Context: an optimization exercise on an open-source flow, tuned for small area, a short achievable clock period and few clock cycles. The choices shown serve that exercise and are no tape-out recipe. The RTL was checked by simulation tests, not by an equivalence proof against the original design. Power figures rest on the tool's default switching activity, not on a simulated workload.

**flow/design.v**
```verilog
module qr_align_rom (
    input  wire [5:0] version,
    output wire [3:0] sm1
);
  assign sm1 =
      (version <= 6'd6) ? 4'd14 :
      (version <= 6'd7) ? 4'd7 :
      (version <= 6'd8) ? 4'd8 :
      (version <= 6'd9) ? 4'd9 :
      (version <= 6'd10) ? 4'd10 :
      (version <= 6'd11) ? 4'd11 :
      (version <= 6'd12) ? 4'd12 :
      (version <= 6'd13) ? 4'd13 :
      (version <= 6'd14) ? 4'd9 :
      (version <= 6'd15) ? 4'd10 :
      (version <= 6'd17) ? 4'd11 :
      (version <= 6'd18) ? 4'd12 :
      (version <= 6'd20) ? 4'd13 :
      (version <= 6'd21) ? 4'd10 :
      (version <= 6'd23) ? 4'd11 :
      (version <= 6'd25) ? 4'd12 :
      (version <= 6'd27) ? 4'd13 :
      (version <= 6'd29) ? 4'd11 :
      (version <= 6'd32) ? 4'd12 :
      (version <= 6'd34) ? 4'd13 :
      (version <= 6'd35) ? 4'd11 :
      (version <= 6'd38) ? 4'd12 :
      4'd13;
endmodule
module qr_fcw_rom (
    input  wire [4:0]  idx,
    output reg  [14:0] fdelta
);
  always @(*) begin
    if (!idx[0])      fdelta = 15'h0537;
    else if (!idx[1]) fdelta = 15'h0F59;
    else if (!idx[2]) fdelta = 15'h1EB2;
    else if (!idx[3]) fdelta = 15'h3D64;
    else              fdelta = 15'h7FFF;
  end
endmodule
module qr_mask_pred (
    input  wire [2:0] m,
    input  wire       i0,
    input  wire       i1,
    input  wire [1:0] i3,
    input  wire       j0,
    input  wire [1:0] j3,
    input  wire       jd,
    output reg        p
);
  wire iz   = (i3 == 2'd0);
  wire jz   = (j3 == 2'd0);
  wire ij1  = (i3 == j3) && !iz;              
  wire ij0  = iz || jz;                       
  wire ipj0 = (iz && jz) || (i3 == 2'd1 && j3 == 2'd2) ||
              (i3 == 2'd2 && j3 == 2'd1);     
  always @(*) begin
    case (m)
      3'd0: p = !(i0 && j0) && ij0;
      3'd1: p = !(i1 ^ jd);
      3'd2: p = !(ij1 ^ i0 ^ j0);
      3'd3: p = !(ij1 ^ (i0 && j0));
      3'd4: p = !i0;
      3'd5: p = !(i0 ^ j0);
      3'd6: p = ipj0;
      default: p = jz;
    endcase
  end
endmodule
module qr_func_map (
    input  wire [9:0] rf,
    input  wire [9:0] cf,
    output wire       nd
);
  wire rM = rf[9] & ~rf[8];    
  wire cM = cf[9] & ~cf[8];
  wire corner = (rf[2] & (cf[2] | cf[6])) | (rf[6] & cf[2]);
  wire timing = rf[1];
  wire format = (rf[3] & (cf[4] | cf[6])) | (cf[3] & (rf[4] | rf[6]));
  wire vinfo  = (rf[0] & cf[7]) | (cf[0] & rf[7]);
  wire align  = (rM & (cf[5] | cf[9])) | (rf[5] & cM) | (rf[8] & cf[9]);
  assign nd = corner | timing | format | vinfo | align;
endmodule
module qr_frontend (
    input  wire       clk,
    input  wire       rst,
    input  wire       start,
    input  wire [5:0] version,
    output wire       busy,
    output wire       grid_re,
    output wire [7:0] grid_row,
    output wire [7:0] grid_col,
    input  wire       grid_bit,
    output reg        fmt_valid,
    output reg  [1:0] fmt_level,
    output reg  [2:0] fmt_mask,
    output reg  [4:0] fmt_fidx,
    output reg  [4:0] fmt_fdist,
    output reg        cw_valid,
    output reg  [7:0] cw_data
);
  localparam S_IDLE = 3'd0;
  localparam S_FMT  = 3'd1;    
  localparam S_SRCH = 3'd2;    
  localparam S_SCAN = 3'd3;
  localparam S_DR1  = 3'd4;
  localparam S_DR2  = 3'd5;
  localparam S_DR3  = 3'd6;
  localparam S_PRE  = 3'd7;    
  reg  [2:0] state;
  reg        busy_r;
  assign busy = busy_r;
  wire       st_idle = (state == S_IDLE);
  wire       st_fmt  = (state == S_FMT);
  wire       st_srch = (state == S_SRCH);
  wire       st_scan = (state == S_SCAN);
  wire       st_pre  = (state == S_PRE);
  reg  [5:0] ver;
  reg  [4:0] fk;
  reg  [7:0] ro;          
  reg  [7:0] g;           
  reg        re;          
  assign grid_row = ro;
  assign grid_col = g;
  assign grid_re  = re;
  wire [3:0] sm1_w;
  reg  [3:0] sm1;         
  qr_align_rom u_rom (.version(ver), .sm1(sm1_w));
  wire [3:0] sm2 = sm1 - 4'd1;
  reg  [1:0] vm3;         
  wire [2:0] vm3x = {vm3, ver[3'd5 - fk[2:0]]};
  wire [1:0] vm3n = (vm3x >= 3'd3) ? vm3x[1:0] - 2'd3 : vm3x[1:0];
  wire [1:0] r3i  = (vm3 == 2'd2) ? 2'd0 : vm3 + 2'd1;                   
  wire [2:0] c6i  = (vm3 == 2'd1) ? 3'd4 : (vm3 == 2'd2) ? 3'd2 : 3'd0;  
  wire       v1 = (ver == 6'd1);
  wire       vi = (ver >= 6'd7);
  wire [5:0] ver2 = ver + 6'd2;
  wire [5:0] ver4 = ver + 6'd4;
  reg        gbq;         
  reg        mpq;         
  reg        rv1, rv2;    
  reg  [14:0] H;
  reg  [14:0] A;          
  reg  [3:0]  ndis;       
  reg  [3:0]  s12;        
  reg         s2v, s3v, s4v;
  reg  [4:0]  bidx;       
  reg  [3:0]  best;
  wire [2:0]  q1   = cw_data[2:0];
  wire [2:0]  q2   = cw_data[5:3];
  wire [2:0]  q3   = nbits;
  wire [14:0] fdelta;
  qr_fcw_rom u_fcw (.idx(fk), .fdelta(fdelta));
  wire [14:0] fx  = A & (H ^ 15'h5412);
  wire [2:0]  pc1 = fx[0] + fx[1] + fx[2] + fx[3] + fx[4];
  wire [2:0]  pc2 = fx[5] + fx[6] + fx[7] + fx[8] + fx[9];
  wire [2:0]  pc3 = fx[10] + fx[11] + fx[12] + fx[13] + fx[14];
  wire [4:0]  t3   = fk - 5'd2;                           
  wire        take = s3v && ((st_srch && fk == 5'd2) || (s12 < best));
  wire [2:0]  mask = bidx[2:0] ^ 3'b101;
  reg  [7:0] sr;          
  reg  [7:0] cR;          
  wire [2:0] pp = A[9:7];          
  wire [3:0] mh = A[3:0];          
  wire [2:0] c6 = A[6:4];          
  reg  [2:0] gj;          
  wire [3:0] rb = H[3:0];          
  wire [4:0] m = H[8:4];           
  wire       ml1 = H[9];         
  wire       ml2 = H[10];         
  wire [1:0] r3 = H[12:11];          
  reg        up;          
  wire       lsel = A[10];        
  wire       TL = H[14];          
  reg  [1:0] NX;          
  reg  [1:0] TN;          
  wire       E = H[13];           
  function [2:0] jres;
    input [2:0] x;
    input [2:0] d;
    reg   [2:0] y;
    begin
      case ({d, x})
        {3'd0, 3'd0}: jres = 3'd0;
        {3'd0, 3'd1}: jres = 3'd1;
        {3'd0, 3'd2}: jres = 3'd2;
        {3'd0, 3'd3}: jres = 3'd4;
        {3'd0, 3'd4}: jres = 3'd5;
        {3'd0, 3'd5}: jres = 3'd6;
        {3'd1, 3'd0}: jres = 3'd6;
        {3'd1, 3'd1}: jres = 3'd0;
        {3'd1, 3'd2}: jres = 3'd1;
        {3'd1, 3'd3}: jres = 3'd2;
        {3'd1, 3'd4}: jres = 3'd4;
        {3'd1, 3'd5}: jres = 3'd5;
        {3'd2, 3'd0}: jres = 3'd5;
        {3'd2, 3'd1}: jres = 3'd6;
        {3'd2, 3'd2}: jres = 3'd0;
        {3'd2, 3'd3}: jres = 3'd1;
        {3'd2, 3'd4}: jres = 3'd2;
        {3'd2, 3'd5}: jres = 3'd4;
        {3'd3, 3'd0}: jres = 3'd4;
        {3'd3, 3'd1}: jres = 3'd5;
        {3'd3, 3'd2}: jres = 3'd6;
        {3'd3, 3'd3}: jres = 3'd0;
        {3'd3, 3'd4}: jres = 3'd1;
        {3'd3, 3'd5}: jres = 3'd2;
        {3'd4, 3'd0}: jres = 3'd2;
        {3'd4, 3'd1}: jres = 3'd4;
        {3'd4, 3'd2}: jres = 3'd5;
        {3'd4, 3'd3}: jres = 3'd6;
        {3'd4, 3'd4}: jres = 3'd0;
        {3'd4, 3'd5}: jres = 3'd1;
        default: jres = 3'd0;
      endcase
    end
  endfunction
  function [9:0] rowf;
    input integer k;      
    input [7:0] r_;
    input [3:0] rb_;
    input [4:0] m_;
    input       ml1_, ml2_;
    input       v1_, vi_;
    reg         bandp;
    begin
      case (k)
        2:       bandp = (m_ <= 5'd2) || ml1_ || ml2_;
        1:       bandp = (m_ <= 5'd3) || ml1_;
        -1:      bandp = (m_ >= 5'd1) && (m_ <= 5'd5);
        -2:      bandp = (m_ >= 5'd2) && (m_ <= 5'd6);
        default: bandp = (m_ <= 5'd4);
      endcase
      rowf[0] = (r_ <= 5 - k);
      rowf[1] = (r_ == 6 - k);
      rowf[2] = (r_ <= 7 - k);
      rowf[3] = (r_ == 8 - k);
      rowf[4] = (r_ <= 8 - k);
      rowf[5] = (r_ >= 4 - k) && (r_ <= 8 - k);
      rowf[6] = (rb_ <= 7 + k);
      rowf[7] = vi_ && (rb_ >= 8 + k) && (rb_ <= 10 + k);
      rowf[8] = !v1_ && (rb_ >= 4 + k) && (rb_ <= 8 + k);
      rowf[9] = !v1_ && (r_ > 10 - k) && bandp;    
    end
  endfunction
  wire [9:0] rf_p2 = rowf( 2, sr, rb, m, ml1, ml2, v1, vi);
  wire [9:0] rf_p1 = rowf( 1, sr, rb, m, ml1, ml2, v1, vi);
  wire [9:0] rf_m1 = rowf(-1, sr, rb, m, ml1, ml2, v1, vi);
  wire [9:0] rf_m2 = rowf(-2, sr, rb, m, ml1, ml2, v1, vi);
  wire [9:0] rf_2  = up ? rf_m2 : rf_p2;     
  wire [9:0] rf_1  = up ? rf_m1 : rf_p1;     
  wire [9:0] rf_t  = up ? 10'b00_0001_0101 : 10'b00_0100_0000;
  wire       chi   = (cR[7:4] != 4'd0);           
  wire [3:0] cl    = cR[3:0];
  wire       cge12 = chi || (cl >= 4'd12);
  wire       cge14 = chi || (cl >= 4'd14);
  wire       c8    = !chi && (cl == 4'd8);
  wire [2:0] ppn   = pp + 3'd1;
  wire       mh_le2 = (mh <= 4'd2);
  wire       mh_12  = (mh == 4'd1) || (mh == 4'd2);
  wire       mh_13  = (mh >= 4'd1) && (mh <= 4'd3);
  wire       mh_23  = (mh == 4'd2) || (mh == 4'd3);
  wire [9:0] cf_r, cf_l, cfn_r, cfn_l;
  assign cf_r[0] = !chi && (cl <= 4'd5);
  assign cf_r[1] = 1'b0;
  assign cf_r[2] = !chi && (cl <= 4'd7);
  assign cf_r[3] = c8;
  assign cf_r[4] = !chi && (cl <= 4'd8);
  assign cf_r[5] = !chi && (cl >= 4'd4) && (cl <= 4'd8);
  assign cf_r[6] = (pp <= 3'd3);
  assign cf_r[7] = vi && ((pp == 3'd4) || (pp == 3'd5));
  assign cf_r[8] = !v1 && (pp >= 3'd2) && (pp <= 3'd4);
  assign cf_r[9] = !v1 && cge12 && mh_le2;
  assign cf_l[0] = !chi && (cl <= 4'd6);
  assign cf_l[1] = 1'b0;
  assign cf_l[2] = !chi && (cl <= 4'd8);
  assign cf_l[3] = 1'b0;
  assign cf_l[4] = !chi && (cl <= 4'd9);
  assign cf_l[5] = !chi && (cl >= 4'd5) && (cl <= 4'd9);
  assign cf_l[6] = (pp <= 3'd3);
  assign cf_l[7] = vi && (pp == 3'd4);
  assign cf_l[8] = !v1 && (pp >= 3'd2) && (pp <= 3'd3);
  assign cf_l[9] = !v1 && cge12 && mh_12;
  assign cfn_r[0] = !chi && (cl <= 4'd8);
  assign cfn_r[1] = 1'b0;
  assign cfn_r[2] = !chi && (cl <= 4'd8);
  assign cfn_r[3] = !chi && (cl == 4'd10);
  assign cfn_r[4] = !chi && (cl <= 4'd10);
  assign cfn_r[5] = !chi && ((cl == 4'd8) || (cl == 4'd10));
  assign cfn_r[6] = (ppn <= 3'd3);
  assign cfn_r[7] = vi && ((ppn == 3'd4) || (ppn == 3'd5));
  assign cfn_r[8] = !v1 && (ppn >= 3'd2) && (ppn <= 3'd4);
  assign cfn_r[9] = !v1 && cge14 && mh_13;
  assign cfn_l[0] = !chi && (cl <= 4'd8);
  assign cfn_l[1] = 1'b0;
  assign cfn_l[2] = !chi && (cl <= 4'd10);
  assign cfn_l[3] = 1'b0;
  assign cfn_l[4] = !chi && (cl <= 4'd10);
  assign cfn_l[5] = !chi && ((cl == 4'd8) || (cl == 4'd10));
  assign cfn_l[6] = (ppn <= 3'd3);
  assign cfn_l[7] = vi && (ppn == 3'd4);
  assign cfn_l[8] = !v1 && (ppn >= 3'd2) && (ppn <= 3'd3);
  assign cfn_l[9] = !v1 && cge14 && mh_23;
  wire nd_2r, nd_2l, nd_1r, nd_1l, nd_tr, nd_tl;
  qr_func_map u_2r (.rf(rf_2), .cf(cf_r),  .nd(nd_2r));    
  qr_func_map u_2l (.rf(rf_2), .cf(cf_l),  .nd(nd_2l));
  qr_func_map u_1r (.rf(rf_1), .cf(cfn_r), .nd(nd_1r));    
  qr_func_map u_1l (.rf(rf_1), .cf(cfn_l), .nd(nd_1l));
  qr_func_map u_tr (.rf(rf_t), .cf(cfn_r), .nd(nd_tr));    
  qr_func_map u_tl (.rf(rf_t), .cf(cfn_l), .nd(nd_tl));
  wire go_left = !lsel && TL;
  wire go_turn = !go_left && E;
  wire go_move = !go_left && !E;
  wire last_pair = (cR == 8'd1);
  wire scan_end = last_pair && !up && (go_turn || (go_move && (NX == 2'b00) && (rb != 4'd13)));
  wire [7:0] cRm1  = cR - 8'd1;
  wire [7:0] cRn   = c8 ? 8'd5 : cR - 8'd2;
  wire [7:0] cRnm1 = c8 ? 8'd4 : cR - 8'd3;
  wire [7:0] srn   = up ? sr - 8'd1 : sr + 8'd1;
  wire [2:0] gj0   = jres(c6, 3'd0);
  wire [2:0] gj1   = jres(c6, 3'd1);
  wire [2:0] gjn   = c8 ? jres(c6, 3'd3) : jres(c6, 3'd2);
  wire [2:0] gjn1  = c8 ? jres(c6, 3'd4) : jres(c6, 3'd3);
  wire mp;
  qr_mask_pred u_mp (.m(mask), .i0(sr[0]), .i1(sr[1]), .i3(r3),
                     .j0(g[0]), .j3(gj[1:0]), .jd(gj[2]), .p(mp));
  reg [2:0] nbits;        
  always @(posedge clk) begin
    fmt_valid <= 1'b0;
    cw_valid  <= 1'b0;
    gbq <= grid_bit ^ mpq;
    mpq <= st_scan && re && mp;
    rv1 <= st_scan && re;
    rv2 <= rv1;
    sm1 <= sm1_w;
    if (rv2) begin
      cw_data <= {cw_data[6:0], gbq};
      nbits   <= nbits + 3'd1;
      if (nbits == 3'd7)
        cw_valid <= 1'b1;
    end
    case (state)
      S_IDLE: begin
        ver  <= version;
        fk   <= 5'd0;
        ro   <= 8'd0;
        sr   <= 8'd0;
        g    <= 8'd8;
        ndis <= 4'd0;
        vm3  <= 2'd0;
        up   <= 1'b0;
        re   <= start;
        if (start) begin
          busy_r <= 1'b1;
          state  <= S_FMT;
        end
      end
      S_FMT: begin
        fk <= fk + 5'd1;
        if (fk <= 5'd5)
          vm3 <= vm3n;
        if (fk <= 5'd13) begin
          g <= 8'd8;
          if (fk == 5'd5) begin
            ro <= 8'd7;  sr <= 8'd7;
          end else if (fk == 5'd7) begin
            ro <= {ver2, 2'b10};  sr <= {ver2, 2'b10};        
          end else begin
            ro <= srn;  sr <= srn;
          end
        end else if (fk == 5'd14) begin
          ro <= 8'd8;
          g  <= {ver4, 2'b00};                                
          cR <= {ver4, 2'b00};
          sr <= {ver4, 2'b00};                                
        end else begin
          ro <= 8'd8;
          if (fk == 5'd22) begin
            g <= 8'd7;  cR <= 8'd7;
          end else if (fk == 5'd23) begin
            g <= 8'd5;  cR <= 8'd5;
          end else begin
            g <= cRm1;  cR <= cRm1;
          end
        end
        re <= (fk <= 5'd28);
        if (fk >= 5'd2 && fk <= 5'd16)
          H <= {gbq, H[14:1]};
        if (fk >= 5'd17) begin
          H    <= {H[0], H[14:1]};
          A    <= {~(gbq ^ H[0]), A[14:1]};
          ndis <= ndis + {3'd0, gbq ^ H[0]};
        end
        if (fk == 5'd31)
          state <= S_SRCH;
      end
      S_PRE: begin
        fk    <= fk + 5'd1;
        H[3:0]   <= 4'd0;
        H[8:4]    <= 5'd8;
        H[9]  <= 1'b0;
        H[10]  <= 1'b0;
        H[12:11]   <= r3i;
        A[9:7]   <= 3'd7;
        A[3:0]   <= 4'd5;
        A[6:4]   <= c6i;
        A[10] <= 1'b1;
        H[14]   <= 1'b0;
        H[13]    <= 1'b1;
        re    <= 1'b0;
        g     <= 8'd8;
        ro    <= sr;
        state <= S_SCAN;
      end
      S_SRCH: begin
        fk <= fk + 5'd1;
        H  <= H ^ fdelta;
        re <= 1'b0;
        g  <= 8'd8;
        ro <= sr;
        cR   <= {ver4, 2'b10};                              
        up   <= 1'b0;
        TN   <= 2'b11;                                      
        if (fk == 5'd31)
          state <= S_PRE;
      end
      S_SCAN: begin
        ro <= sr;
        if (go_left) begin
          g    <= cRm1;
          gj   <= gj1;
          A[10] <= 1'b1;
          re   <= 1'b1;
        end else if (go_turn) begin
          up   <= !up;
          cR   <= cRn;
          A[9:7]   <= (pp == 3'd6) ? 3'd6 : ppn;
          A[3:0]   <= (mh == 4'd0) ? sm1 : mh - 4'd1;
          A[6:4]   <= c8 ? ((c6 >= 3'd3) ? c6 - 3'd3 : c6 + 3'd3)
                     : ((c6 >= 3'd2) ? c6 - 3'd2 : c6 + 3'd4);
          g    <= TN[1] ? cRn : cRnm1;
          gj   <= TN[1] ? gjn : gjn1;
          A[10] <= !TN[1];
          re   <= TN[1] || TN[0];
          H[14]   <= TN[0];
          NX   <= {!nd_tr, !nd_tl};
          H[13]    <= 1'b0;
        end else begin
          ro <= srn;
          sr <= srn;
          if (up) begin
            H[3:0]  <= (rb >= 4'd12) ? 4'd13 : rb + 4'd1;
            H[8:4]   <= (m == 5'd0) ? {sm1, 1'b1} : m - 5'd1;
            H[9] <= (m == 5'd0);
            H[10] <= ml1;
            H[12:11]  <= (r3 == 2'd0) ? 2'd2 : r3 - 2'd1;
            H[13]   <= (sr == 8'd1);
          end else begin
            H[3:0]  <= (rb != 4'd13) ? rb - 4'd1 :
                   (sr == {ver, 2'b11}) ? 4'd12 : 4'd13;   
            H[8:4]   <= ml1 ? 5'd0 : m + 5'd1;
            H[9] <= ml2;
            H[10] <= (m == {sm2, 1'b1});
            H[12:11]  <= (r3 == 2'd2) ? 2'd0 : r3 + 2'd1;
            H[13]   <= (rb == 4'd1);
          end
          g    <= NX[1] ? cR : cRm1;
          gj   <= NX[1] ? gj0 : gj1;
          A[10] <= !NX[1];
          re   <= NX[1] || NX[0];
          H[14]   <= NX[0];
          NX   <= {!nd_2r, !nd_2l};
          TN   <= {!nd_1r, !nd_1l};
        end
        if (scan_end) begin
          re    <= 1'b0;
          state <= S_DR1;
        end
      end
      S_DR1: begin
        re    <= 1'b0;
        g     <= 8'd8;
        ro    <= sr;
        state <= S_DR2;
      end
      S_DR2: begin
        re    <= 1'b0;
        g     <= 8'd8;
        ro    <= sr;
        state <= S_DR3;
      end
      S_DR3: begin
        re     <= 1'b0;
        g      <= 8'd8;
        ro     <= sr;
        state  <= S_IDLE;
        busy_r <= 1'b0;
      end
      default: begin
        state  <= S_IDLE;
        busy_r <= 1'b0;
      end
    endcase
    s2v <= st_srch;
    s3v <= s2v;
    s4v <= s3v && (t3 == 5'd31);
    s12 <= {1'b0, q1} + {1'b0, q2} + {1'b0, q3};
    if (st_srch) begin
      cw_data[2:0] <= pc1;
      cw_data[5:3] <= pc2;
      nbits        <= pc3;
    end
    if (take) begin
      best <= s12;
      bidx <= t3;
    end
    fmt_fidx  <= bidx;
    fmt_level <= bidx[4:3] ^ 2'b10;
    fmt_mask  <= mask;
    fmt_fdist <= {best, 1'b0} + {1'b0, ndis};
    if (s4v) begin
      fmt_valid <= 1'b1;
      nbits     <= 3'd0;
    end
    if (rst) begin
      state     <= S_IDLE;
      busy_r    <= 1'b0;
      re        <= 1'b0;
      fmt_valid <= 1'b0;
      cw_valid  <= 1'b0;
      rv1       <= 1'b0;
      rv2       <= 1'b0;
      s2v       <= 1'b0;
      s3v       <= 1'b0;
      s4v       <= 1'b0;
    end
  end
endmodule
```
**flow/flow/run.sh**
```bash
#!/bin/bash
set -euo pipefail
export BUFFER_PORTS_ARGS="-buffer_cell sky130_fd_sc_hd__buf_2"
bash standard.sh > standard_flow.log 2>&1
```
**flow/standard.sh**
```bash
#!/bin/bash
# synth_recipe.tcl (not shown) runs the flow's synth.tcl, then flattens the netlist and writes it again
# the make line also repeats each setting of config.mk as NAME=value (left out here)
make -C /OpenROAD-flow-scripts/flow DESIGN_CONFIG=/design/flow/config.mk WORK_HOME=/design/flow/orfs CLKGATE_MAP_FILE= SYNTH_SCRIPT=/design/flow/synth_recipe.tcl "${@:-finish}"
```
**flow/config.mk**
```make
export PLATFORM = sky130hd
export DESIGN_NAME = qr_frontend
export DESIGN_NICKNAME = qr_frontend
export VERILOG_FILES = /design/flow/design.v
export SDC_FILE = /design/flow/constraint.sdc
export NUM_CORES = 4
export LEC_CHECK = 0
export CAP_MARGIN = 20
export CORE_MARGIN = 2
export CORE_UTILIZATION = 40
export PLACE_DENSITY = 0.6
export SLEW_MARGIN = 50
```
**flow/constraint.sdc**
```tcl
create_clock -name core_clock -period 11.0 [get_ports {clk}]
set_input_delay 2.2000 -clock core_clock [delete_from_list [all_inputs] [get_ports {clk}]]
set_output_delay 2.2000 -clock core_clock [all_outputs]
set_load 0.01 [all_outputs]
```
==> results of run 1 <==
area by class of cell:
type | count | area (µm²)
Clock buffer | 17 | 425
Clock inverter | 15 | 198
Fill cell | 2748 | 15400
Inverter | 78 | 293
Multi-Input combinational cell | 1002 | 6780
Sequential cell | 142 | 3720
Tap cell | 378 | 473
Timing Repair Buffer | 66 | 377
per-layer routing:
metal	GRT usage [%]	vias up
met5	0	-
li1	-	4712
met3	3.59	69
met1	34.8	4826
met2	38.3	505
met4	10.2	0
state kept, by name (all words and copies together) (netlist names), 3 cells and up:
name,cells
A,15
H,15
best,4
bidx,5
cR,8
cw_data,8
fk,5
fmt_fdist,5
fmt_fidx,5
g,8
gj,3
nbits,3
ndis,4
ro,8
s12,4
sm1,4
sr,8
state,3
ver,6
where the power goes:
group / switching [mW] / internal, mW / leakage, nW / total (mW)
combinational: 1.10 / 0.675 / 3.26 / 1.77
sequential: 0.310 / 0.798 / 1.29 / 1.11
clock: 0.301 / 0.310 / 0.296 / 0.612
through the flow:
step / hold slack (ns) / cell area [µm²] / setup WS, ns / cells / util (%)
after detailed placement: 0.354 / 11600 / 7.53 / 1663 / 42.0
after global routing: 0.351 / 12300 / 7.45 / 1698 / 44.4
final: 0.350 / 12300 / 7.64 / 1698 / 44.4
after CTS: 0.350 / 12200 / 7.69 / 1695 / 44.3
after global placement: 0.325 / 11600 / 7.53 / 1661 / 41.8
after floorplan: 0.323 / 11100 / 7.73 / 1317 / -
kinds of logic (layout without fill, tap and decap cells):
family	count (synthesis)	count (layout)
buf+inv	173	176
flops	142	142
xor+xnor	81	81
compound gates	370	370
simple gates	434	434
mux	22	22
fa+ha+maj	95	95
path summary, 6_finish.rpt:
path             from  cells after the start  slack (ns)          end
max          state[1]                      8        7.64         A[2]
min           bidx[3]                      0        0.35  fmt_fidx[3]
max reg2reg  state[1]                      8        7.64         A[2]
min reg2reg   bidx[3]                      0        0.35  fmt_fidx[3]
worst reg2reg max path: cells and delay by family (launching register included):
kind,cells,cell delay (ns)
buffers and inverters,4,1.44
AND/OR/NAND/NOR,4,1.00
flip-flops,1,0.63
synth_stat cells, drive strengths merged, types with 5 or more instances:
master / number
clkbuf: 79
xnor2: 47
a21boi: 6
nand2: 119
o221ai: 10
nor2: 112
a21oi: 98
a211oi: 19
nand3: 33
edfxtp: 88
a21o: 12
nand3b: 7
mux2i: 18
o31ai: 7
and2: 16
nor3: 35
a22oi: 15
or3: 5
xor2: 34
or2: 9
a31oi: 18
o211ai: 22
nor4: 15
or4: 7
o22ai: 15
o21ai: 85
ha: 83
dfxtp: 54
buf: 16
nand2b: 19
and3: 8
a221oi: 7
inv: 78
o21a: 7
fa: 11
nor2b: 25
==> results_dict.tcl, run 1 <==
set metrics [dict create \
    clock_path_buffers 2 \
    syn_inst 1317 \
    synth_compound_area_share_pct 21.4 \
    critPathKind "register to register" \
    worstPathCellList "and2_1, nand2_1, buf_4, inv_1, buf_4, nand2_1, nand2_1, inv_1" \
    synth_fp_nets 1421 \
    diodes 0 \
    synth-seq-cells 142 \
    finalHoldViolations 0 \
    critical_path.max_stage_delay_ns 0.63 \
    met1_length_um 15500 \
    pwr_density_cell_mw_per_mm2 284 \
    dieArea_mm2 0.0292 \
    skew_ns 0.0178 \
    rsz0062_at_grt "no" \
    finalNetCount 1411 \
    area_growth_syn_to_layout_pct 10.2 \
    initial_utilization_pct 40.3 \
    yosysTopAreaCellShare_pct 23.7 \
    first_pass_iters 6 \
    synthArstFlopShare_pct 0 \
    synth-edff-count 88 \
    drive_gt1_share_pct 10.3 \
    synth.top_cells.by_area "edfxtp_1, dfxtp_1, ha_1" \
    post-cts-setup-buffer-count 0 \
    rows 61 \
    cts_root_buffer "clkbuf_16" \
    worstPathRequired_ns 11.14 \
    slowest_stage "dfxtp_1" \
    cts_resized 0 \
    gp_congestion 0.992 \
    final_antenna_net_count 0 \
    cts_tree "done" \
    grt_usage_pct 24.8 \
    cts_htree_levels 4 \
    setup_violations 0 \
    die_w_um 171 \
    clk_pin_slew_ns 0.08 \
    synth_top_family_by_area "compound AO/OA/AOI/OAI gates" \
    fmax_mhz 298 \
    met2_length_um 16000 \
    die_h_um 171 \
    ios 53 \
    synth_xor_area_share_pct 6.37 \
    synthMuxAreaShare_pct 2.12 \
    maxSlewViolCount 0 \
    power_mw 3.49 \
    end_kind "register" \
    cts_inserted_buffers 17 \
    ir_worst_vdd_mv 0.136 \
    min_path_type "register to register" \
    cp-start-kind "register" \
    fin_crit_ns 3.36 \
    cts.sinks 142 \
    synth_simple_gate_area_share_pct 19.3 \
    synthFlopType "edfxtp_1" \
    max_cap_viol_count 0 \
    final_common_cell "nand2_1" \
    core_area_mm2 0.0276 \
    wl_per_cell_um 21.1 \
    wirelength_um 35800 \
    cp.arrival_ns 3.50 \
    vias 10100 \
    synth_area_leader_cell "edfxtp_1" \
    cts_hold_buf 0 \
    relSlewSlack_pct 52.5 \
    cp_top_family "buffers and inverters" \
    status "timing/DRC/antenna clean" \
    grt_max_degree 46 \
    drt_iter0_drc 1304 \
    dpl.hpwl_um 26500 \
    grt_remaining_overflow 0 \
    crit_path_max_fanout 26 \
    synth_fa_ha_area_share_pct 11.4 \
    via_per_inst 5.96 \
    final.period_utilization_pct 30.5 \
    final_cell_mix "nand2_1, nor2_1, a21oi_1" \
    crit_buf_inv 4 \
    fin_tns_setup_ns 0 \
    worstSkewPairLatency_ns 0.44 \
    power.leakage_nw 4.85 \
    ys_seq_area_share_pct 33.4 \
    antenna_found_initial 0 \
    routed.top_layer "met4" \
    syn_area_mm2 0.0111 \
    syn_area_per_cell_um2 8.46 \
    crit_top_cell "nand2_1" \
    grt_pass1_vias 9392 \
    synth.distinct_cells 82 \
    max_slew.worst_pin.slew_ns 0.711 \
    routed-wl-met3_um 2950 \
    yosysWarnings 3 \
    io_buffers 52 \
    grt_pass1_wl_um 55400 \
    drc 0 \
]
Testbench counts, summed over its fixed seeds: cycles 1,399,588.
==> run 2: changes to the inputs <==
--- a/flow/config.mk
+++ b/flow/config.mk
@@ -9,4 +9,4 @@
 export CORE_MARGIN = 2
 export CORE_UTILIZATION = 40
 export PLACE_DENSITY = 0.6
-export SLEW_MARGIN = 50
+export SLEW_MARGIN = 20
==> run 2 against run 1 <==
Effect of this change: still clean; cell area decreased by 0.73%; clock-buffer cell count unchanged; worst setup slack got worse by 0.0014 ns; wire length increased by 0.96%; clock power about the same; maximum frequency about the same; clock skew decreased by 0.0017 ns; sequential power about the same.
==> results_dict.tcl, run 2 <==
set metrics [dict create \
    status "timing/DRC/antenna clean" \
    critical_path.max_stage_delay_ns 0.85 \
    synth-edff-count 88 \
    io_buffers 52 \
    diodes 0 \
    fin_tns_setup_ns 0 \
    min_path_type "register to register" \
    skew_ns 0.0161 \
    maxSlewViolCount 0 \
    yosysTopAreaCellShare_pct 23.7 \
    fmax_mhz 298 \
    yosys-top-cells-count "nand2_1, nor2_1, a21oi_1" \
    die_w_um 171 \
    cts_htree_levels 4 \
    clock_path_buffers 2 \
    cp-start-kind "register" \
    max_cap_viol_count 0 \
    finalNetCount 1406 \
    initial_utilization_pct 40.3 \
    cts_inserted_buffers 17 \
    via_per_inst 5.97 \
    worstSkewPairLatency_ns 0.45 \
    wl_per_cell_um 21.3 \
    rsz0062_at_grt "no" \
    ir_worst_vdd_mv 0.162 \
    cts.sinks 142 \
    relSlewSlack_pct 26.1 \
    slowest_stage "dfxtp_1" \
    syn_area_mm2 0.0111 \
    post-cts-setup-buffer-count 0 \
    grt_pass1_vias 9364 \
    synth.top_cells.by_area "edfxtp_1, dfxtp_1, ha_1" \
    power_mw 3.47 \
    rows 61 \
    cp_top_family "buffers and inverters" \
    grt_pass1_wl_um 56100 \
    crit_path_max_fanout 26 \
    clk_pin_slew_ns 0.07 \
    preCtsSetupSlack_ns 7.54 \
    synth_area_leader_cell "edfxtp_1" \
    cts_hold_buf 0 \
    crit_buf_inv 3 \
    yosysMostFrequentCell "nand2_1" \
    grt_remaining_overflow 0 \
    fillers 2775 \
    wirelength_um 36100 \
    synthFlopType "edfxtp_1" \
    cts_resized 0 \
    dieArea_mm2 0.0292 \
    worstPathCellList "inv_1, nand2_1, buf_4, inv_1, o21ai_0, nand2_1, mux2_2, a21oi_1, o21ai_0" \
    fin_crit_ns 3.36 \
    synth.distinct_cells 82 \
    synth-seq-cells 142 \
    grt_usage_pct 25.1 \
    final_antenna_net_count 0 \
    yosysWarnings 3 \
    setup_violations 0 \
    final.period_utilization_pct 30.5 \
    first_pass_iters 5 \
    power.leakage_nw 4.81 \
    syn_inst 1317 \
    end_kind "register" \
    ios 53 \
    reg.largest.list "A: 15 flops, H: 15 flops" \
    syn_area_per_cell_um2 8.46 \
    die_h_um 171 \
    cp.arrival_ns 3.53 \
    cts_root_buffer "clkbuf_16" \
    gp_congestion 0.992 \
    antenna_found_initial 0 \
    cts_tree "done" \
    finalHoldViolations 0 \
    critPathKind "register to register" \
    drive_gt1_share_pct 9.35 \
    core_area_mm2 0.0276 \
    setup_ws_ns 7.64 \
    final_common_cell "nand2_1" \
    drc 0 \
    max_slew.worst_pin.slew_ns 1.11 \
    final_cell_mix "nand2_1, nor2_1, a21oi_1" \
    synthArstFlopShare_pct 0 \
    ys_seq_area_share_pct 33.4 \
    area_growth_syn_to_layout_pct 9.39 \
    pwr_density_cell_mw_per_mm2 285 \
    worstPathRequired_ns 11.17 \
    dpl.hpwl_um 26400 \
    grt_max_degree 46 \
    drt_iter0_drc 1049 \
    vias 10100 \
    synth_fp_nets 1421 \
]
==> run 2: cell types whose count changed in the layout (fill, tap and decap cells not counted), sizes merged <==
| cell | change |
|---|---|
| buf | -5 |
| inv | +1 |
| clkinv | -1 |
==> run 2: metal layers <==
metal  track usage (%)  wire length, µm  vias up
li1                  -                -     4704
met4              8.99             1290        0
met2              38.7            16100      496
met1              35.2            15800     4824
met5                 0                0        -
met3              4.53             2860       89
==> run 2: layout make-up <==
class                   instances  area (µm²)  share of cell area (%)
clock buffers                  17         425                    3.49
flip-flops and latches        142        3720                    30.6
inverters                      78         293                    2.40
multi-input cells            1002        6750                    55.4
repair buffers                 61         328                    2.69
well taps                     378         473                    3.88
clock inverters                15         193                    1.58
==> run 2: kinds of logic after synthesis <==
kind of cell / count (synthesis) / synth area share (%)
simple gates: 434 / 19.3
compound gates: 370 / 21.4
buf+inv: 173 / 6.04
flops: 142 / 33.4
fa+ha+maj: 95 / 11.4
xor+xnor: 81 / 6.37
mux: 22 / 2.12
==> run 2: stage by stage <==
stage | utilization (%) | hold WS, ns | cell area [µm²] | std cells
after floorplan | - | 0.323 | 11100 | 1317
after global placement | 41.8 | 0.325 | 11600 | 1661
after detailed placement | 41.8 | 0.354 | 11600 | 1661
after CTS | 44.1 | 0.360 | 12200 | 1693
after global routing | 44.1 | 0.360 | 12200 | 1693
final | 44.1 | 0.355 | 12200 | 1693
==> run 2: worst paths after layout <==
path / from / end / slack [ns] / depth (start not counted)
hold reg to reg: bidx[3] / fmt_fidx[3] / 0.35 / 0
setup reg to reg: state[2] / sr[4] / 7.64 / 9
setup / recovery: state[2] / sr[4] / 7.64 / 9
hold / removal: bidx[3] / fmt_fidx[3] / 0.35 / 0
==> run 2: where the power goes <==
| part | internal, mW | switching (mW) |
|---|---|---|
| Combinational | 0.660 | 1.06 |
| Sequential | 0.798 | 0.338 |
| Clock | 0.310 | 0.303 |
==> run 3: changes to the inputs <==
--- a/flow/config.mk
+++ b/flow/config.mk
@@ -5,8 +5,8 @@
 export SDC_FILE = /design/flow/constraint.sdc
 export NUM_CORES = 4
 export LEC_CHECK = 0
-export CAP_MARGIN = 20
+export CAP_MARGIN = 40
 export CORE_MARGIN = 2
 export CORE_UTILIZATION = 40
 export PLACE_DENSITY = 0.6
-export SLEW_MARGIN = 20
+export SLEW_MARGIN = 65
==> run 3 against run 2 <==
Effect of this change: via count is 1.2% higher; synthesized cell count unchanged; first-iteration DRC count increased by 5.6%; combinational power up about 10%; hold slack worse by 0.0042 ns; non-clock buffer count increased by 29; highest routed layer unchanged.
==> results_dict.tcl, run 3 <==
set metrics [dict create \
    rsz0062_at_grt "no" \
    grt_pass1_vias 9663 \
    initial_utilization_pct 40.3 \
    finalNetCount 1435 \
    whs_endpoint "fmt_fidx[3]" \
    ys_seq_area_share_pct 33.4 \
    max_cap_viol_count 0 \
    post-route-util_pct 45.4 \
    relSlewSlack_pct 64.8 \
    yosys-top-cells-count "nand2_1, nor2_1, a21oi_1" \
    fmax_mhz 302 \
    grt_usage_pct 25.3 \
    final_common_cell "nand2_1" \
    skew_ns 0.0243 \
    cts_hold_buf 0 \
    synth-seq-cells 142 \
    rows 61 \
    post-cts-setup-buffer-count 0 \
    final_cell_mix "nand2_1, nor2_1, a21oi_1" \
    drt_iter0_drc 1108 \
    slowest_stage "dfxtp_1" \
    ios 53 \
    cts_resized 0 \
    syn_area_per_cell_um2 8.46 \
    worstPathCellList "buf_2" \
    clock_path_buffers 2 \
    core_area_mm2 0.0276 \
    cts.sinks 142 \
    die_w_um 171 \
    final_antenna_net_count 0 \
    critPathKind "register to output port" \
    status "timing/DRC/antenna clean" \
    ff2ff_setup_slack_ns 7.82 \
    cp-start-kind "register" \
    synthFlopType "edfxtp_1" \
    cts_tree "done" \
    crit_path_max_fanout 3 \
    grt_max_degree 46 \
    syn_inst 1317 \
    grt_pass1_wl_um 56800 \
    min_path_type "register to register" \
    gp_congestion 0.992 \
    cts_root_buffer "clkbuf_16" \
    grt_remaining_overflow 0 \
    die_h_um 171 \
    synth_area_leader_cell "edfxtp_1" \
    r2r_start "ver[3]" \
    synth-edff-count 88 \
    area_growth_syn_to_layout_pct 12.6 \
    cp.arrival_ns 1.11 \
    antenna_found_initial 0 \
    dpl.hpwl_um 26900 \
    fin_crit_ns 3.31 \
    min_path_cells 0 \
    synth.distinct_cells 82 \
    synth_fp_nets 1421 \
    wl_per_cell_um 21.3 \
    first_pass_iters 6 \
    cp_top_family "flip-flops" \
    final.period_utilization_pct 30.1 \
    synthArstFlopShare_pct 0 \
    diodes 0 \
    fin_tns_setup_ns 0 \
    worstSkewPairLatency_ns 0.45 \
    drc 0 \
    r2r_cells 9 \
    finalHoldViolations 0 \
    drive_gt1_share_pct 12.9 \
    synth.top_cells.by_area "edfxtp_1, dfxtp_1, ha_1" \
    reg.largest.list "A: 15 flops, H: 15 flops" \
    path_depth 1 \
    wirelength_um 36600 \
    io_buffers 52 \
    yosysMostFrequentCell "nand2_1" \
    maxSlewViolCount 0 \
    min-delay-start "bidx[3]" \
    setup_violations 0 \
    via_per_inst 5.94 \
    power.leakage_nw 5.00 \
    max_slew.worst_pin.slew_ns 0.524 \
    clk_pin_slew_ns 0.08 \
    vias 10200 \
    dieArea_mm2 0.0292 \
    cts_inserted_buffers 17 \
    crit_buf_inv 1 \
    critical_path.max_stage_delay_ns 0.48 \
    yosysTopAreaCellShare_pct 23.7 \
    ir_worst_vdd_mv 0.131 \
    worstPathRequired_ns 8.80 \
    cts_htree_levels 4 \
    fillers 2743 \
    end_kind "output port" \
    syn_area_mm2 0.0111 \
    pwr_density_cell_mw_per_mm2 289 \
    timing.rr.end "TN[1]" \
    yosysWarnings 3 \
]
## run 3: stage by stage
step	std cells	area (µm²)	setup WS, ns	hold WS, ns	power [mW]
2_1_floorplan	1317	11100	7.73	0.323	2.29
3_3_place_gp	1661	11600	7.53	0.325	2.81
3_5_place_dp	1687	11900	7.53	0.354	2.89
4_1_cts	1719	12500	7.68	0.356	3.58
5_1_grt	1722	12500	7.60	0.358	3.85
6_report	1722	12500	7.69	0.350	3.62
## run 3: cells by family (layout without fill, tap and decap cells)
logic type / Yosys count / count (layout) / synth area share [%]
buffers and inverters: 173 / 200 / 6.04
multiplexers: 22 / 22 / 2.12
flip-flops: 142 / 142 / 33.4
AND/OR/NAND/NOR: 434 / 434 / 19.3
adder cells (fa/ha/maj): 95 / 95 / 11.4
AO/OA/AOI/OAI: 370 / 370 / 21.4
XOR/XNOR: 81 / 81 / 6.37
## run 3: cell type report
cell class / count / area (µm²) / share of cell area [%]
Inverter: 78 / 293 / 2.33
Sequential cell: 142 / 3730 / 29.7
Clock inverter: 14 / 216 / 1.73
Timing Repair Buffer: 90 / 537 / 4.28
Multi-Input combinational cell: 1002 / 6850 / 54.6
Clock buffer: 18 / 450 / 3.59
Tap cell: 378 / 473 / 3.77
## run 3: power by group
| group | switching [mW] | total, mW | internal (mW) |
|---|---|---|---|
| sequential | 0.254 | 1.05 | 0.798 |
| clock | 0.304 | 0.671 | 0.367 |
| combinational | 1.18 | 1.90 | 0.715 |
| total | 1.74 | 3.62 | 1.88 |
## run 3: worst max-delay path by stage
stage / slack, ns / startpoint / endpoint
floorplan: 7.73 / start / state[0]
global placement: 7.53 / start / state[0]
detailed placement: 7.53 / start / state[0]
CTS: 7.68 / g[0] / grid_col[0]
global route: 7.60 / ver[3] / TN[1]
finish: 7.69 / g[0] / grid_col[0]
## run 3: layer usage
metal	GRT usage, %	up-vias	share of wire (%)
li1	-	4758	-
met1	35.7	4881	44
met2	39.0	515	45
met3	3.59	80	7.7
met4	10.4	0	3.8
met5	0	-	0
==> run 4: changes to the inputs <==
--- a/flow/design.v
+++ b/flow/design.v
@@ -147,8 +147,9 @@
   reg         s2v, s3v, s4v;
   reg  [4:0]  bidx;       
   reg  [3:0]  best;
-  wire [2:0]  q1   = cw_data[2:0];
-  wire [2:0]  q2   = cw_data[5:3];
+  reg  [6:0]  sh;         
+  wire [2:0]  q1   = sh[2:0];
+  wire [2:0]  q2   = sh[5:3];
   wire [2:0]  q3   = nbits;
   wire [14:0] fdelta;
   qr_fcw_rom u_fcw (.idx(fk), .fdelta(fdelta));
@@ -164,7 +165,7 @@
   wire [2:0] pp = A[9:7];          
   wire [3:0] mh = A[3:0];          
   wire [2:0] c6 = A[6:4];          
-  reg  [2:0] gj;          
+  wire [2:0] gj = A[13:11];   
   wire [3:0] rb = H[3:0];          
   wire [4:0] m = H[8:4];           
   wire       ml1 = H[9];         
@@ -334,8 +335,9 @@
     rv1 <= st_scan && re;
     rv2 <= rv1;
     sm1 <= sm1_w;
+    cw_data <= {sh, gbq};    
     if (rv2) begin
-      cw_data <= {cw_data[6:0], gbq};
+      sh      <= {sh[5:0], gbq};
       nbits   <= nbits + 3'd1;
       if (nbits == 3'd7)
         cw_valid <= 1'b1;
@@ -361,7 +363,8 @@
         if (fk <= 5'd5)
           vm3 <= vm3n;
         if (fk <= 5'd13) begin
-          g <= 8'd8;
+          g  <= 8'd8;
+          cR <= {ver4, 2'b00};                                
           if (fk == 5'd5) begin
             ro <= 8'd7;  sr <= 8'd7;
           end else if (fk == 5'd7) begin
@@ -369,14 +372,12 @@
           end else begin
             ro <= srn;  sr <= srn;
           end
-        end else if (fk == 5'd14) begin
-          ro <= 8'd8;
-          g  <= {ver4, 2'b00};                                
-          cR <= {ver4, 2'b00};
-          sr <= {ver4, 2'b00};                                
         end else begin
           ro <= 8'd8;
-          if (fk == 5'd22) begin
+          sr <= {ver4, 2'b00};                                
+          if (fk == 5'd14) begin
+            g <= cR;  cR <= cR;                               
+          end else if (fk == 5'd22) begin
             g <= 8'd7;  cR <= 8'd7;
           end else if (fk == 5'd23) begin
             g <= 8'd5;  cR <= 8'd5;
@@ -429,7 +430,7 @@
         ro <= sr;
         if (go_left) begin
           g    <= cRm1;
-          gj   <= gj1;
+          A[13:11]   <= gj1;
           A[10] <= 1'b1;
           re   <= 1'b1;
         end else if (go_turn) begin
@@ -440,7 +441,7 @@
           A[6:4]   <= c8 ? ((c6 >= 3'd3) ? c6 - 3'd3 : c6 + 3'd3)
                      : ((c6 >= 3'd2) ? c6 - 3'd2 : c6 + 3'd4);
           g    <= TN[1] ? cRn : cRnm1;
-          gj   <= TN[1] ? gjn : gjn1;
+          A[13:11]   <= TN[1] ? gjn : gjn1;
           A[10] <= !TN[1];
           re   <= TN[1] || TN[0];
           H[14]   <= TN[0];
@@ -466,7 +467,7 @@
             H[13]   <= (rb == 4'd1);
           end
           g    <= NX[1] ? cR : cRm1;
-          gj   <= NX[1] ? gj0 : gj1;
+          A[13:11]   <= NX[1] ? gj0 : gj1;
           A[10] <= !NX[1];
           re   <= NX[1] || NX[0];
           H[14]   <= NX[0];
@@ -507,8 +508,8 @@
     s4v <= s3v && (t3 == 5'd31);
     s12 <= {1'b0, q1} + {1'b0, q2} + {1'b0, q3};
     if (st_srch) begin
-      cw_data[2:0] <= pc1;
-      cw_data[5:3] <= pc2;
+      sh[2:0] <= pc1;
+      sh[5:3] <= pc2;
       nbits        <= pc3;
     end
     if (take) begin
==> flow/config.mk (replaced) <==
export PLATFORM = sky130hd
export DESIGN_NAME = qr_frontend
export DESIGN_NICKNAME = qr_frontend
export VERILOG_FILES = /design/flow/design.v
export SDC_FILE = /design/flow/constraint.sdc
export NUM_CORES = 4
export LEC_CHECK = 0
export CAP_MARGIN = 20
export CORE_MARGIN = 2
export CORE_UTILIZATION = 60
export PLACE_DENSITY = 0.75
export SLEW_MARGIN = 20
==> run 4 against run 3 <==
Effect of this change: largest power group unchanged; wire length down 7.7%; combinational power decreased by 5%; sequential power is 11% higher; still clean on timing, DRC and antenna; area after synthesis about the same.
==> results_dict.tcl, run 4 <==
set metrics [dict create \
    status "timing/DRC/antenna clean" \
    drc 0 \
    initial_utilization_pct 61.5 \
    power.internal_mw 1.82 \
    synth-seq-cells 146 \
    finalNetCount 1422 \
    power_frac_clock_pct 16.2 \
    die_h_um 140 \
    yosysMostFrequentCell "nand2_1" \
    power.leakage_nw 4.86 \
    min_path_type "register to register" \
    max_slew.worst_pin.slew_ns 0.994 \
    cts_resized 0 \
    cts_hold_buf 0 \
    swShare_pct 48.7 \
    wirelength_um 33800 \
    max_cap_viol_count 0 \
    dpl.hpwl_um 24700 \
    fin_crit_ns 3.72 \
    worstPathRequired_ns 11.19 \
    syn_area_mm2 0.0111 \
    cp.arrival_ns 3.91 \
    final_common_cell "nand2_1" \
    reg.largest.list "A: 15 flops, H: 15 flops" \
    yosysWarnings 3 \
    end_kind "register" \
    grt_usage_pct 34.3 \
    p_comb_share_pct 51.0 \
    critPathKind "register to register" \
    rsz0062_at_grt "no" \
    yosys-top-cells-count "nand2_1, nor2_1, a21oi_1" \
    cts_inserted_buffers 17 \
    cp-start-kind "register" \
    synth_fp_nets 1431 \
    syn_area_per_cell_um2 8.39 \
    yosysTopAreaCellShare_pct 22.7 \
    syn_inst 1327 \
    core_area_mm2 0.0181 \
    final_antenna_net_count 0 \
    rows 49 \
    place_inst 1528 \
    r2r_start "state[1]" \
    maxSlewViolCount 0 \
    drive_gt1_share_pct 8.41 \
    synth-edff-count 84 \
    cts_htree_levels 4 \
    final_cells 1560 \
    setup_violations 0 \
    via_per_inst 6.60 \
    finalHoldViolations 0 \
    min-delay-start "bidx[3]" \
    cts_root_buffer "clkbuf_16" \
    synth.distinct_cells 78 \
    crit_path_max_fanout 26 \
    antenna_found_initial 0 \
    synthArstFlopShare_pct 0 \
    cts_tree "done" \
    ios 53 \
    crit_start "state[1]" \
    first_pass_iters 6 \
    die_w_um 140 \
    final.period_utilization_pct 33.8 \
    post-cts-setup-buffer-count 0 \
    dieArea_mm2 0.0197 \
    clk_pin_slew_ns 0.07 \
    diodes 0 \
    grt_max_degree 54 \
    relSlewSlack_pct 33.5 \
    drt_iter0_drc 1320 \
    synth_area_leader_cell "edfxtp_1" \
    io_buffers 52 \
    fmax_mhz 269 \
    synthFlopType "edfxtp_1" \
    grt_pass1_vias 9573 \
    area_growth_syn_to_layout_pct 7.24 \
    p_switching_mw 1.73 \
    cts.sinks 146 \
    ir_worst_vdd_mv 0.175 \
    pwr-share-seq_pct 32.8 \
    final_cell_mix "nand2_1, nor2_1, a21oi_1" \
    wl_per_cell_um 21.7 \
    fin_tns_setup_ns 0 \
    grt_pass1_wl_um 52700 \
    grt_remaining_overflow 0 \
    ys_seq_area_share_pct 33.8 \
    gp_congestion 0.997 \
    worstSkewPairLatency_ns 0.44 \
    vias 10300 \
    synth.top_cells.by_area "edfxtp_1, dfxtp_1, ha_1" \
    skew_ns 0.0136 \
    clock_path_buffers 2 \
    pwr_density_cell_mw_per_mm2 298 \
]
==> run 4: power groups by stage <==
stage,clock network [mW],registers (mW),logic (mW)
3_3_place_gp,0,1.16,1.74
3_5_place_dp,0,1.16,1.76
6_report,0.575,1.17,1.81
4_1_cts,0.574,1.15,1.78
2_1_floorplan,0,0.931,1.47
5_1_grt,0.595,1.19,1.99
==> run 4: worst paths after layout <==
kind / slack, ns / depth (start not counted) / endpoint
max reg2reg: 7.28 / 7 / H[4]
max: 7.28 / 7 / H[4]
min: 0.34 / 0 / fmt_fidx[3]
min reg2reg: 0.34 / 0 / fmt_fidx[3]
==> run 4: critical path, stage by stage (launching register included) <==
cell      delay [ns]
dfxtp_1         0.79
clkinv_1        0.47
nor2_1          0.65
nand2_1         0.50
buf_4           0.40
nor2_1          0.34
a21oi_1         0.08
buf_4           0.23
==> run 4: area by class of cell <==
type / count / area (µm²)
clock buffer: 18 / 439
clock inverter: 14 / 133
fill: 1545 / 6150
inverter: 69 / 259
multi-input combinational: 1021 / 6710
sequential: 146 / 3760
tap: 229 / 287
timing repair buffer: 63 / 343
==> run 4: metrics by stage <==
stage	power [mW]	utilization (%)	cell area [µm²]	hold WS, ns	worst slack (ns)
2_1_floorplan	2.40	-	11100	0.323	8.05
3_3_place_gp	2.90	62.8	11400	0.328	7.60
3_5_place_dp	2.93	62.8	11400	0.333	7.49
4_1_cts	3.50	66.0	11900	0.346	7.48
5_1_grt	3.78	66.0	11900	0.342	7.13
6_report	3.56	66.0	11900	0.336	7.28
==> run 4: logic make-up after synthesis <==
logic type      count (synthesis)  share of synthesized area (%)
compound gates                373                           21.6
fa+ha+maj                      94                           11.3
xor+xnor                       79                           6.22
simple gates                  457                           19.4
flops                         146                           33.8
mux                            18                           1.79
buf+inv                       160                           5.88
==> run 4: per-layer routing <==
| metal | routed length [µm] | global-route usage (%) | vias up |
|---|---|---|---|
| li1 | - | - | 4727 |
| met5 | 0 | 0 | - |
| met2 | 15600 | 55.1 | 613 |
| met4 | 1360 | 15.4 | 0 |
| met1 | 13900 | 46.1 | 4856 |
| met3 | 2990 | 5.13 | 95 |
Testbench counts of run 4, summed over its fixed seeds: cycles 1,399,588.
==> run 5: changes to the inputs <==
--- a/flow/config.mk
+++ b/flow/config.mk
@@ -7,6 +7,6 @@
 export LEC_CHECK = 0
 export CAP_MARGIN = 20
 export CORE_MARGIN = 2
-export CORE_UTILIZATION = 60
-export PLACE_DENSITY = 0.75
+export CORE_UTILIZATION = 40
+export PLACE_DENSITY = 0.6
 export SLEW_MARGIN = 20
==> run 5 against run 4 <==
Effect of this change: still clean on timing, DRC and antenna; wire length grew 3.8%; maximum frequency grew 1.3%; global-route usage shrank 10 points; area after synthesis is the same; clock power grew 3.8%; critical endpoint is now cR[2].
==> results_dict.tcl, run 5 <==
set metrics [dict create \
    status "timing/DRC/antenna clean" \
    power.leakage_nw 4.88 \
    drt_iter0_drc 1154 \
    fin_area_mm2 0.0122 \
    rsz0062_at_grt "no" \
    clk_pin_slew_ns 0.07 \
    final_antenna_net_count 0 \
    power_frac_clock_pct 16.6 \
    cts.sinks 146 \
    gp_congestion 0.983 \
    reg.largest.list "A: 15 flops, H: 15 flops" \
    final_cell_mix "nand2_1, nor2_1, a21oi_1" \
    die_w_um 171 \
    synth-edff-count 84 \
    cts_htree_levels 4 \
    worstPathCellList "clkinv_1, nor2_1, nand2_1, o21ai_0, a21oi_1, o31ai_1" \
    drive_gt1_share_pct 8.55 \
    grt_pass1_wl_um 53900 \
    end_kind "register" \
    dpl.hpwl_um 25900 \
    wirelength_um 35100 \
    pwr_density_cell_mw_per_mm2 295 \
    via_per_inst 5.88 \
    finalHoldViolations 0 \
    max_cap_viol_count 0 \
    area_growth_syn_to_layout_pct 9.41 \
    cts_tree "done" \
    ir_worst_vdd_mv 0.127 \
    synth.distinct_cells 78 \
    first_pass_iters 6 \
    slowest_stage "dfxtp_1" \
    pwr-share-seq_pct 32.1 \
    swShare_pct 49.1 \
    synth.top_cells.by_area "edfxtp_1, dfxtp_1, ha_1" \
    finalNetCount 1424 \
    cts_inserted_buffers 17 \
    critical_path.max_stage_delay_ns 0.79 \
    max_slew.worst_pin.slew_ns 1.01 \
    yosysMostFrequentCell "nand2_1" \
    p_switching_mw 1.76 \
    p_comb_share_pct 51.3 \
    cts_root_buffer "clkbuf_16" \
    core_area_mm2 0.0276 \
    fin_crit_ns 3.67 \
    syn_area_mm2 0.0111 \
    io_buffers 52 \
    diodes 0 \
    cts_hold_buf 0 \
    synth-seq-cells 146 \
    cts_resized 0 \
    critPathKind "register to register" \
    initial_utilization_pct 40.4 \
    fillers 2740 \
    drc 0 \
    cp-start-kind "register" \
    maxSlewViolCount 0 \
    grt_pass1_vias 9296 \
    rows 61 \
    yosys-top-cells-count "nand2_1, nor2_1, a21oi_1" \
    multi_input_area_mm2 0.00671 \
    worstPathRequired_ns 11.27 \
    power.internal_mw 1.83 \
    grt_remaining_overflow 0 \
    antenna_found_initial 0 \
    grt_usage_pct 24.1 \
    synthFlopType "edfxtp_1" \
    syn_inst 1327 \
    worstSkewPairLatency_ns 0.44 \
    fin_tns_setup_ns 0 \
    synth_fp_nets 1431 \
    final.period_utilization_pct 33.4 \
    ios 53 \
    skew_ns 0.00766 \
    wl_per_cell_um 20.5 \
    crit_path_max_fanout 21 \
    synthArstFlopShare_pct 0 \
    cp.arrival_ns 3.94 \
    whs_ns 0.348 \
    fmax_mhz 272 \
    relSlewSlack_pct 32.6 \
    dieArea_mm2 0.0292 \
    regArea_mm2 0.00376 \
    post-cts-setup-buffer-count 0 \
    grt_max_degree 54 \
    ys_seq_area_share_pct 33.8 \
    die_h_um 171 \
    synth_area_leader_cell "edfxtp_1" \
    setup_violations 0 \
    yosysTopAreaCellShare_pct 22.7 \
    place_area_mm2 0.0116 \
    syn_area_per_cell_um2 8.39 \
    clock_path_buffers 2 \
    yosysWarnings 3 \
    min_path_type "register to register" \
    final_common_cell "nand2_1" \
    vias 10100 \
]
==> run 5: layout make-up <==
cell class	count	area share, %
Clock buffer	17	3.49
Timing Repair Buffer	65	2.94
Multi-Input combinational cell	1021	55.1
Tap cell	378	3.88
Inverter	69	2.13
Sequential cell	146	30.9
Clock inverter	15	1.53
==> run 5: worst max-delay path: cells and delay by family (launching register included) <==
| kind | cells | cell delay, ns |
|---|---|---|
| AO/OA/AOI/OAI | 3 | 0.71 |
| buffers and inverters | 1 | 0.46 |
| flip-flops | 1 | 0.79 |
| AND/OR/NAND/NOR | 2 | 1.54 |
==> run 5: routing by layer <==
layer  vias to the layer above  share of wire (%)  global-route usage [%]
met5                         -                  0                       0
met1                      4757                 43                    32.3
met3                        66                7.9                    4.74
met2                       485                 46                    39.0
li1                       4746                  -                       -
met4                         0                2.6                    8.36
==> run 5: through the flow <==
step	util (%)	std cells	total power [mW]	setup WS, ns
after floorplan	-	1327	2.40	8.05
after global placement	42.0	1679	2.95	7.57
after detailed placement	42.0	1679	2.96	7.47
after CTS	44.2	1711	3.57	7.44
after global routing	44.2	1711	3.84	7.04
final	44.2	1711	3.59	7.33
==> run 5: kinds of logic (layout without fill, tap and decap cells) <==
| group | after synthesis | count (layout) | share of synthesized area, % |
|---|---|---|---|
| XOR/XNOR | 79 | 79 | 6.22 |
| flip-flops | 146 | 146 | 33.8 |
| adder cells (fa/ha/maj) | 94 | 94 | 11.3 |
| buffers and inverters | 160 | 166 | 5.88 |
| AND/OR/NAND/NOR | 457 | 457 | 19.4 |
| AO/OA/AOI/OAI | 373 | 373 | 21.6 |
| multiplexers | 18 | 18 | 1.79 |
==> run 5: power groups by stage <==
stage	logic (mW)	registers (mW)	clock network [mW]
final	1.84	1.15	0.597
after global routing	2.03	1.18	0.628
after CTS	1.82	1.14	0.604
after detailed placement	1.80	1.15	0
after global placement	1.79	1.16	0
after floorplan	1.47	0.931	0
==> run 5: final timing paths <==
check             slack (ns)  cells after the start           to     start
setup / recovery        7.33                      6        cR[2]  state[1]
hold / removal          0.35                      0  fmt_fidx[3]   bidx[3]
hold reg to reg         0.35                      0  fmt_fidx[3]   bidx[3]
setup reg to reg        7.33                      6        cR[2]  state[1]
==> run 6: changes to the inputs <==
--- a/flow/config.mk
+++ b/flow/config.mk
@@ -5,8 +5,8 @@
 export SDC_FILE = /design/flow/constraint.sdc
 export NUM_CORES = 4
 export LEC_CHECK = 0
-export CAP_MARGIN = 20
+export CAP_MARGIN = 80
 export CORE_MARGIN = 2
 export CORE_UTILIZATION = 40
 export PLACE_DENSITY = 0.6
-export SLEW_MARGIN = 20
+export SLEW_MARGIN = 80
==> run 6 against run 5 <==
Effect of this change: still clean on timing, DRC and antenna; global-route usage is 1.2 points higher; core utilization is 7.2 points higher; register-to-register slack better by 0.25 ns; critical endpoint is now TN[1].
==> results_dict.tcl, run 6 <==
set metrics [dict create \
    status "timing/DRC/antenna clean" \
    cts_resized 0 \
    whs_endpoint "fmt_fidx[3]" \
    power.leakage_nw 5.68 \
    timing.rr.end "TN[1]" \
    worstPathCellList "clkdlybuf4s15_2, clkdlybuf4s18_2, or4_1, a21oi_2, o32ai_2, nand2_1, and2_1, a2bb2oi_1, o41ai_2, clkdlybuf4s50_1" \
    r2r_cells 10 \
    grt_usage_pct 25.3 \
    die_w_um 171 \
    synth.top_cells.by_area "edfxtp_1, dfxtp_1, ha_1" \
    crit_path_max_fanout 5 \
    min_path_type "register to register" \
    cp.arrival_ns 3.72 \
    antenna_found_initial 0 \
    end_kind "register" \
    grt_pass1_vias 10300 \
    preCtsSetupSlack_ns 7.70 \
    die_h_um 171 \
    ys_seq_area_share_pct 33.8 \
    routed.top_layer "met4" \
    drive_gt1_share_pct 24.9 \
    initial_utilization_pct 40.4 \
    relSlewSlack_pct 78.7 \
    met1_length_um 15700 \
    core_area_mm2 0.0276 \
    cts_root_buffer "clkbuf_16" \
    slowest_stage "or4_1" \
    final_common_cell "nand2_1" \
    max_slew.worst_pin.slew_ns 0.320 \
    final.period_utilization_pct 31.1 \
    dieArea_mm2 0.0292 \
    drt_iter0_drc 1089 \
    ios 53 \
    fin_crit_ns 3.42 \
    power_mw 4.10 \
    min-delay-start "bidx[3]" \
    cts_hold_buf 0 \
    synthArstFlopShare_pct 0 \
    setup_violations 0 \
    first_pass_iters 6 \
    rows 61 \
    final_cell_mix "nand2_1, nor2_1, buf_2" \
    critPathKind "register to register" \
    whs_ns 0.348 \
    syn_area_per_cell_um2 8.39 \
    clk_pin_slew_ns 0.07 \
    io_buffers 52 \
    wl_per_cell_um 19.9 \
    fillers 2534 \
    cts.sinks 146 \
    grt_remaining_overflow 0 \
    min_path_cells 0 \
    routed-wl-met3_um 2720 \
    yosysMostFrequentCell "nand2_1" \
    finalHoldViolations 0 \
    wirelength_um 37000 \
    cts_htree_levels 4 \
    grt_pass1_wl_um 57000 \
    yosys-top-cells-count "nand2_1, nor2_1, a21oi_1" \
    synthFlopType "edfxtp_1" \
    critical_path.max_stage_delay_ns 0.69 \
    syn_inst 1327 \
    cp-start-kind "register" \
    fin_tns_setup_ns 0 \
    vias 10800 \
    ff2ff_setup_slack_ns 7.58 \
    cts_inserted_buffers 17 \
    finalNetCount 1572 \
    worstPathRequired_ns 11.31 \
    gp_congestion 0.983 \
    final_antenna_net_count 0 \
    grt_max_degree 29 \
    worstSkewPairLatency_ns 0.44 \
    max_cap_viol_count 0 \
    yosysTopAreaCellShare_pct 22.7 \
    post-cts-setup-buffer-count 0 \
    synth-seq-cells 146 \
    yosysWarnings 3 \
    cts_tree "done" \
    setup_ws_ns 7.58 \
    synth.distinct_cells 78 \
    dpl.hpwl_um 28300 \
    diodes 0 \
    via_per_inst 5.79 \
    synth_area_leader_cell "edfxtp_1" \
    synth-edff-count 84 \
    area_growth_syn_to_layout_pct 27.3 \
    clock_path_buffers 2 \
    drc 0 \
    ir_worst_vdd_mv 0.141 \
    skew_ns 0.00622 \
    maxSlewViolCount 0 \
    pwr_density_cell_mw_per_mm2 289 \
    r2r_start "sr[4]" \
    met2_length_um 17200 \
    synth_fp_nets 1431 \
    fmax_mhz 293 \
    reg.largest.list "A: 15 flops, H: 15 flops" \
    syn_area_mm2 0.0111 \
    rsz0062_at_grt "no" \
]
-- run 6: cell counts after synthesis --
Identical to the previous run, type by type.
-- run 6: cells by family (layout without fill, tap and decap cells) --
family | Yosys count | in the layout | share of synthesized area (%)
buffers and inverters | 160 | 314 | 5.88
adders and majority gates | 94 | 94 | 11.3
AOI/OAI and AO/OA | 373 | 373 | 21.6
and+or+nand+nor | 457 | 457 | 19.4
xor gates and xnor gates | 79 | 79 | 6.22
muxes | 18 | 18 | 1.79
DFF | 146 | 146 | 33.8
-- run 6: how the worst max path moves through the flow --
stage / end / start / cells past startpoint
2_1_floorplan: state[0] / start / 6
5_1_grt: TN[1] / sr[4] / 10
6_report: TN[1] / sr[4] / 10
3_5_place_dp: TN[1] / sr[4] / 10
3_3_place_gp: H[9] / state[1] / 7
4_1_cts: grid_col[0] / g[0] / 1
-- run 6: cell type report --
class	instances	area (µm²)	area share (%)
clock inverters	15	181	1.28
repair buffers	213	1520	10.7
multi-input cells	1021	7520	53.1
inverters	69	277	1.95
clock buffers	17	425	3.00
flip-flops and latches	146	3770	26.6
well taps	378	473	3.34
-- run 6: power by group --
part	switching, mW	leakage, nW	internal [mW]
Combinational	1.53	4.05	1.00
Sequential	0.151	1.33	0.815
Clock	0.296	0.298	0.309
-- run 6: through the flow --
stage | cells | instance area, µm² | utilization (%)
final | 1859 | 14200 | 51.4
after global placement | 1679 | 11600 | 42.0
after detailed placement | 1821 | 13300 | 48.3
after floorplan | 1327 | 11100 | -
after CTS | 1853 | 13900 | 50.5
after global routing | 1859 | 14200 | 51.4
-- run 6: metal layers --
metal,track usage (%),vias up
li1,-,5061
met1,33.2,5127
met2,41.8,494
met3,3.72,85
met4,10.6,0
met5,0,-
-- run 6: critical path: cells and delay by family, from the launching register on --
kind	cells	cell delay (ns)
buffers and inverters	3	1.09
and+or+nand+nor	3	0.96
DFF	1	0.41
AOI/OAI and AO/OA	4	0.83

[port drivers added, routing unchanged]
Ports are ideal in the flow. The routed layouts listed here were re-timed in OpenROAD.
Step 1 assumes that a clkbuf_16 drives the clock port and a buf_2 every other input.
Step 2 moves the port delays by t, midway between the first and last clock arrival at a register: inputs arrive t later, outputs are due t later. That takes back most of the time a late clock gives input paths.
a / b / c = no drivers / after step 1 / after step 2; a / b = the first two.
run | t (ns) | setup WS [ns] | hold WS [ns] | worst register clock-pin slew, ns | pins driven straight from the clock port
run 1 | 0.486 | 7.641 / 7.633 / 7.523 | 0.350 / 0.350 / 0.350 | 0.08 / 0.08 | 1
run 2 | 0.489 | 7.640 / 7.629 / 7.520 | 0.355 / 0.355 / 0.355 | 0.08 / 0.08 | 1
run 3 | 0.489 | 7.691 / 7.641 / 7.536 | 0.350 / 0.350 / 0.350 | 0.09 / 0.09 | 1
run 4 | 0.481 | 7.283 / 7.283 / 7.283 | 0.336 / 0.336 / 0.336 | 0.07 / 0.07 | 1
run 5 | 0.486 | 7.330 / 7.330 / 7.330 | 0.348 / 0.348 / 0.348 | 0.07 / 0.07 | 1
run 6 | 0.484 | 7.584 / 7.584 / 7.584 | 0.348 / 0.348 / 0.348 | 0.07 / 0.07 | 1
After both steps every run listed still meets setup and hold. The setup slack of run 3, which loses most, moves by -0.050 ns with the drivers and by -0.155 ns with both steps.
